Context: an optimization exercise on an open-source flow, tuned for small area, a short achievable clock period and few clock cycles per item. The choices shown serve that exercise and are no tape-out recipe.
Function was checked by simulation only, so behaviour that the tests miss may differ from the original.
Power figures rest on the tool's default switching activity, not on a simulated workload.

== north ==
// wfg_divcalc
module wfg_divcalc (
    input  wire        clk,
    input  wire        rst,         
    input  wire        start,       
    input  wire [31:0] sysclk_hz,   
    input  wire [31:0] freq,        
    input  wire [31:0] len,         
    output wire        ready,
    output reg         done,        
    output wire [31:0] divider
);
    reg        a_full;      
    reg        a_fin;       
    reg [31:0] an;          
    reg [31:0] af;          
    reg        afovf;       
    reg [31:0] al;          
    reg [31:0] acc;         
    reg        abig;        
    reg        b_busy;
    reg  [5:0] count;       
    reg        nleft;       
    reg        n2left;      
    reg [31:0] xq;          
    reg [31:0] r;           
    reg [31:0] d;           
    reg        bbig;        
    wire take   = a_full & a_fin & ~b_busy;    
    assign ready   = ~a_full;
    assign divider = {xq[23:0], 8'h00};
    wire [31:0] sum;
    wire        sum_c;
    skl_add #(.W(32)) u_mul (.a(acc), .b(af & {32{al[0]}}), .cin(1'b0), .s(sum), .cout(sum_c));
    wire        ovf_nxt = abig | (al[0] & afovf) | sum_c;
    wire        mul_end = (al[31:1] == 31'd0);
    wire        x1      = nleft & xq[31];
    wire        x2      = n2left & xq[30];
    wire [32:0] t1      = {r, x1};
    wire [32:0] s1;
    wire        q1;      
    skl_add #(.W(33)) u_div1 (.a(t1), .b(~{1'b0, d}), .cin(1'b1), .s(s1), .cout(q1));
    wire [33:0] t2      = {r, x1, x2};
    wire [33:0] s2;
    wire        q2;      
    skl_add #(.W(34)) u_div2 (.a(t2), .b(~{2'b00, d}), .cin(1'b1), .s(s2), .cout(q2));
    wire        room2   = (count >= 6'd10) || (count >= 6'd2 && count <= 6'd8);
    wire        two     = ~q1 & room2;
    wire [31:0] r_two   = q2 ? s2[31:0] : t2[31:0];
  ...
Size in the first run: roughly 1600 cells after synthesis, ~240 flip-flops, about 130 I/O pins, ~0.015 mm2 of cells after synthesis.
==> flow/config.mk <==
export PLATFORM = sky130hd
export DESIGN_NAME = wfg_divcalc
export DESIGN_NICKNAME = wfg_divcalc
export VERILOG_FILES = /design/flow/design.v
export SDC_FILE = /design/flow/constraint.sdc
export NUM_CORES = 4
export LEC_CHECK = 0
export CAP_MARGIN = 20
export CORE_MARGIN = 2
export CORE_UTILIZATION = 40
export PLACE_DENSITY = 0.6
export SLEW_MARGIN = 20
==> flow/constraint.sdc <==
create_clock -name core_clock -period 10.0 [get_ports {clk}]
set_input_delay 2.0000 -clock core_clock [delete_from_list [all_inputs] [get_ports {clk}]]
set_output_delay 2.0000 -clock core_clock [all_outputs]
set_load 0.01 [all_outputs]
run.sh (not shown) runs the stock make flow with config.mk's settings and CLKGATE_MAP_FILE= SYNTH_SCRIPT=/design/flow/synth_recipe.tcl, a recipe that flattens the netlist after the stock synthesis.
Testbench counts of north, summed over its fixed seeds: cycles 16,935, items 1,024.
#### Input delta (south over north)
==> flow/flow/run.sh (new file) <==
#!/bin/bash
set -euo pipefail

# the platform's don't-use list, plus the delay cells
DU="sky130_fd_sc_hd__probe_p_8 sky130_fd_sc_hd__probec_p_8 sky130_fd_sc_hd__lpflow_bleeder_1 sky130_fd_sc_hd__lpflow_clkbufkapwr_1 sky130_fd_sc_hd__lpflow_clkbufkapwr_16 sky130_fd_sc_hd__lpflow_clkbufkapwr_2 sky130_fd_sc_hd__lpflow_clkbufkapwr_4 sky130_fd_sc_hd__lpflow_clkbufkapwr_8 sky130_fd_sc_hd__lpflow_clkinvkapwr_1 sky130_fd_sc_hd__lpflow_clkinvkapwr_16 sky130_fd_sc_hd__lpflow_clkinvkapwr_2 sky130_fd_sc_hd__lpflow_clkinvkapwr_4 sky130_fd_sc_hd__lpflow_clkinvkapwr_8 sky130_fd_sc_hd__lpflow_decapkapwr_12 sky130_fd_sc_hd__lpflow_decapkapwr_3 sky130_fd_sc_hd__lpflow_decapkapwr_4 sky130_fd_sc_hd__lpflow_decapkapwr_6 sky130_fd_sc_hd__lpflow_decapkapwr_8 sky130_fd_sc_hd__lpflow_inputiso0n_1 sky130_fd_sc_hd__lpflow_inputiso0p_1 sky130_fd_sc_hd__lpflow_inputiso1n_1 sky130_fd_sc_hd__lpflow_inputiso1p_1 sky130_fd_sc_hd__lpflow_inputisolatch_1 sky130_fd_sc_hd__lpflow_isobufsrc_1 sky130_fd_sc_hd__lpflow_isobufsrc_16 sky130_fd_sc_hd__lpflow_isobufsrc_2 sky130_fd_sc_hd__lpflow_isobufsrc_4 sky130_fd_sc_hd__lpflow_isobufsrc_8 sky130_fd_sc_hd__lpflow_isobufsrckapwr_16 sky130_fd_sc_hd__lpflow_lsbuf_lh_hl_isowell_tap_1 sky130_fd_sc_hd__lpflow_lsbuf_lh_hl_isowell_tap_2 sky130_fd_sc_hd__lpflow_lsbuf_lh_hl_isowell_tap_4 sky130_fd_sc_hd__lpflow_lsbuf_lh_isowell_4 sky130_fd_sc_hd__lpflow_lsbuf_lh_isowell_tap_1 sky130_fd_sc_hd__lpflow_lsbuf_lh_isowell_tap_2 sky130_fd_sc_hd__lpflow_lsbuf_lh_isowell_tap_4"
DU="$DU sky130_fd_sc_hd__clkdlybuf4s15_1 sky130_fd_sc_hd__clkdlybuf4s15_2 sky130_fd_sc_hd__clkdlybuf4s18_1 sky130_fd_sc_hd__clkdlybuf4s18_2 sky130_fd_sc_hd__clkdlybuf4s25_1 sky130_fd_sc_hd__clkdlybuf4s25_2 sky130_fd_sc_hd__clkdlybuf4s50_1 sky130_fd_sc_hd__clkdlybuf4s50_2 sky130_fd_sc_hd__dlygate4sd1_1 sky130_fd_sc_hd__dlygate4sd2_1 sky130_fd_sc_hd__dlygate4sd3_1 sky130_fd_sc_hd__dlymetal6s2s_1 sky130_fd_sc_hd__dlymetal6s4s_1 sky130_fd_sc_hd__dlymetal6s6s_1"

# the standard synthesis, unchanged
bash standard.sh synth > synth.log 2>&1

# floorplan to final layout
bash standard.sh "DONT_USE_CELLS=$DU" "BUFFER_PORTS_ARGS=-buffer_cell sky130_fd_sc_hd__buf_4" SETUP_SLACK_MARGIN=6.0 finish > layout.log 2>&1
==> flow/standard.sh (new file) <==
#!/bin/bash
# synth_recipe.tcl (not shown) runs the flow's synth.tcl, then flattens the netlist and writes it again
# the make line also repeats each setting of config.mk as NAME=value (left out here)
make -C /OpenROAD-flow-scripts/flow DESIGN_CONFIG=/design/flow/config.mk WORK_HOME=/design/flow/orfs CLKGATE_MAP_FILE= SYNTH_SCRIPT=/design/flow/synth_recipe.tcl "${@:-finish}"
removed: flow/run.sh
Notes after the runs:
- When south is set beside north, its part of the total power dissipated in combinational logic turns out to be 0.2 points larger.
- The lower total power came out of north.
- No stage failed in south, and the final checks on the layout all came back clean.
- Fmax | south vs north | south faster

static timing again, ports no longer ideal:
The flow's constraints put no driver on any port. The routed layouts listed below were extracted and timed again, unchanged, in two steps. Step 1 (the two cells are an assumption about what drives the block):
set clk [get_ports {clk}]
set_driving_cell -lib_cell sky130_fd_sc_hd__clkbuf_16 $clk
set_driving_cell -lib_cell sky130_fd_sc_hd__buf_2 [delete_from_list [all_inputs] $clk]
Step 2 moves the port delays by t, midway between the first and last clock arrival at a register: inputs arrive t later, outputs are due t later. That takes back most of the time a late clock gives input paths. a / b / c = ideal / step 1 / step 2; a / b = the first two.
| run | shift t [ns] | setup slack, ns | hold WS [ns] | worst slew at a driven data input, ns |
|---|---|---|---|---|
| north | 0.601 | 5.466 / 5.416 / 5.639 | 0.446 / 0.446 / 0.446 | 0.06 |
| south | 0.604 | 6.206 / 6.156 / 6.209 | 0.447 / 0.447 / 0.447 | 0.07 |
After both steps setup and hold are still met in every run listed.
